This design comes from an exercise in tuning for small area, a short achievable clock period and few clock cycles per item on the open sky130 flow, not from production work. Where RTL was checked, it was by simulation tests only, not by an equivalence proof against the original.

==> v9 <==
Design des_core, start of the top module:
module des_core (
  input  wire        clk,
  input  wire        rst,
  input  wire        start,
  input  wire [1:0]  op,
  input  wire [63:0] key,
  input  wire [63:0] din,
  output reg         busy,
  output reg         done,
  output reg         err,
  output wire [63:0] dout
);
Settings: LEC_CHECK=0, ABC_CLOCK_PERIOD_IN_PS=3000, CAP_MARGIN=20, CORE_MARGIN=2, CORE_UTILIZATION=40, SETUP_SLACK_MARGIN=5, SLEW_MARGIN=20; clock period 10.0 ns.
run.sh (not shown) runs the stock make flow with config.mk's settings and CLKGATE_MAP_FILE= SYNTH_SCRIPT=/design/flow/synth_recipe.tcl, a recipe that flattens the netlist after the stock synthesis.
==> v29 (differences from v9) <==
CORE_UTILIZATION = 60   (was 40)
==> v32 (differences from v9) <==
--- a/flow/design.v
+++ b/flow/design.v
@@ -1712,15 +1712,16 @@
     rotr2 = {v[29:28], v[55:30], v[1:0], v[27:2]};
   endfunction
   reg  [31:0] l_half, r_half;
   reg  [55:0] cd;
   reg  [3:0]  cnt;
   reg         dec;
   reg         key_valid;
-  wire accept = start && !busy;
+  reg         run;           
+  wire accept = start && !run;
   wire acc_ks  = accept && (op == 2'd0);
   wire acc_blk = accept && (op == 2'd1 || op == 2'd2) && key_valid;
   wire acc_dec = accept && (op == 2'd2) && key_valid;
   wire [47:0] s_in = expand(r_half) ^ pc2(cd);
   wire [31:0] s_out;
   genvar g;
   generate
@@ -1738,49 +1739,52 @@
       2'b01:   cd_step = rotl1(cd);
       2'b10:   cd_step = rotr2(cd);
       default: cd_step = (cnt == 4'd15) ? cd : rotr1(cd);
     endcase
   end
   assign dout = fp({r_half, l_half});
   always @(posedge clk) begin
-    if (busy) begin
+    if (run) begin
       l_half <= r_half;
       r_half <= r_next;
     end else begin
       l_half <= ip_din[63:32];
       r_half <= ip_din[31:0];
     end
-    cnt <= busy ? cnt + 4'd1 : 4'd0;
-    if (busy)
+    cnt <= run ? cnt + 4'd1 : 4'd0;
+    if (run)
       cd <= cd_step;
     else if (acc_ks)
       cd <= rotl1(pc1(key));
     else if (acc_dec)
       cd <= rotr1(cd);
     if (acc_blk)
       dec <= op[1];
     if (rst) begin
       busy      <= 1'b0;
+      run       <= 1'b0;
       done      <= 1'b0;
       err       <= 1'b0;
       key_valid <= 1'b0;
     end else begin
       done <= 1'b0;
       err  <= 1'b0;
-      if (busy) begin
+      if (run) begin
         if (cnt == 4'd15) begin
           busy <= 1'b0;
+          run  <= 1'b0;
           done <= 1'b1;
         end
       end else if (accept) begin
         if (op == 2'd0) begin
           key_valid <= 1'b1;
           done      <= 1'b1;
         end else if (acc_blk) begin
           busy <= 1'b1;
+          run  <= 1'b1;
         end else begin
           done <= 1'b1;
           err  <= 1'b1;
         end
       end
     end
   end
==> flow/flow/run.sh (new file) <==
#!/bin/bash
# Own layout flow: the standard flow (standard.sh, run whole), with
#  - no half/full-adder extraction in synthesis (ADDER_MAP_FILE empty), so that ABC
#    maps all of the S-box logic,
#  - port buffers of one fixed type (buf_4) instead of the default,
set -euo pipefail
bash standard.sh ADDER_MAP_FILE= SETUP_SLACK_MARGIN=7 \
  "BUFFER_PORTS_ARGS=-buffer_cell sky130_fd_sc_hd__buf_4" finish > standard.log 2>&1
==> flow/standard.sh (new file) <==
#!/bin/bash
# synth_recipe.tcl (not shown) runs the flow's synth.tcl, then flattens the netlist and writes it again
# the make line also repeats each setting of config.mk as NAME=value (left out here)
make -C /OpenROAD-flow-scripts/flow DESIGN_CONFIG=/design/flow/config.mk WORK_HOME=/design/flow/orfs CLKGATE_MAP_FILE= SYNTH_SCRIPT=/design/flow/synth_recipe.tcl "${@:-finish}"
SETUP_SLACK_MARGIN = default   (was 5)
removed: flow/run.sh
==> out/metrics.cfg <==
[cells_and_area]
clock_buffers=23

[synth]
muxShareOfSynthArea=0.0557
syn-num-nets=1448

[power]
p_comb_w=0.000688

[run_status]
status=timing/DRC/antenna clean

[route]
m1WireLength_mm=16.5

[clock_tree]
post-cts-setup-buffers=0

[hold_path]
min_to=cnt[0]

-- figures above: v9

==> out/metrics.cfg <==
[synth]
syn-num-nets=1448
synth_top_family_by_area=compound AO/OA/AOI/OAI gates
muxShareOfSynthArea=0.0557

[cells_and_area]
clock_buffers=21

[setup_path]
crit_path_cell_trace=clkdlybuf4s50_1 > inv_1 > ha_1 > and2_2 > buf_4 > nor2_4 > buf_4 > a22oi_1 > o21ai_0

[power]
p_comb_w=0.000682

[run_status]
status=timing/DRC/antenna clean

[hold_path]
min_to=cnt[0]

[route]
m1WireLength_mm=14.1

-- figures above: v29

==> out/metrics.cfg <==
[run_status]
status=timing/DRC/antenna clean

[synth]
syn-num-nets=1547
muxShareOfSynthArea=0.151

[route]
m1WireLength_mm=17.5

[power]
seq_power_share=0.307

[cells_and_area]
clock_buffers=28

[setup_path]
reg2reg_to=r_half[7]
worst_path_largest_cell_delay_ns=0.41

[die]
nWellTaps=384
initial_core_util=0.409

[placement]
dp.cells=1880

[global_route]
grt_max_degree=62

[hold_path]
min_to=busy

[clock_tree]
post-cts-setup-buffers=19

-- figures above: v32

Testbench counts of v32, summed over its fixed seeds: cycles 8,736, blocks 512.
Function not checked in v9 and v29: the RTL went through the layout flow alone.

-- afterwards: timing with drivers on the ports --
How much do the figures lean on ideal ports? The routed layouts below were timed once more, with nothing changed but the port constraints. Step 1, drivers: a clkbuf_16 drives clk and a buf_2 each remaining input, both assumed. Step 2, shift: input delay + t, output delay - t, t = (earliest + latest rising clock arrival at the registers) / 2. This alone moves slack from input paths to output paths. Three values: no drivers, after step 1, after step 2; two values: the first two.
run | t (ns) | setup WS [ns] | latest minus earliest clock arrival (ns)
v9 | 0.475 | 6.203 / 6.155 / 5.774 | 0.008 / 0.008
v29 | 0.475 | 5.581 / 5.608 / 5.133 | 0.013 / 0.013
v32 | 0.482 | 7.019 / 6.966 / 6.580 | 0.012 / 0.012
After both steps every run listed still meets setup and hold. The setup slack of v29, which loses most, moves by +0.027 ns with the drivers and by -0.448 ns with both steps.
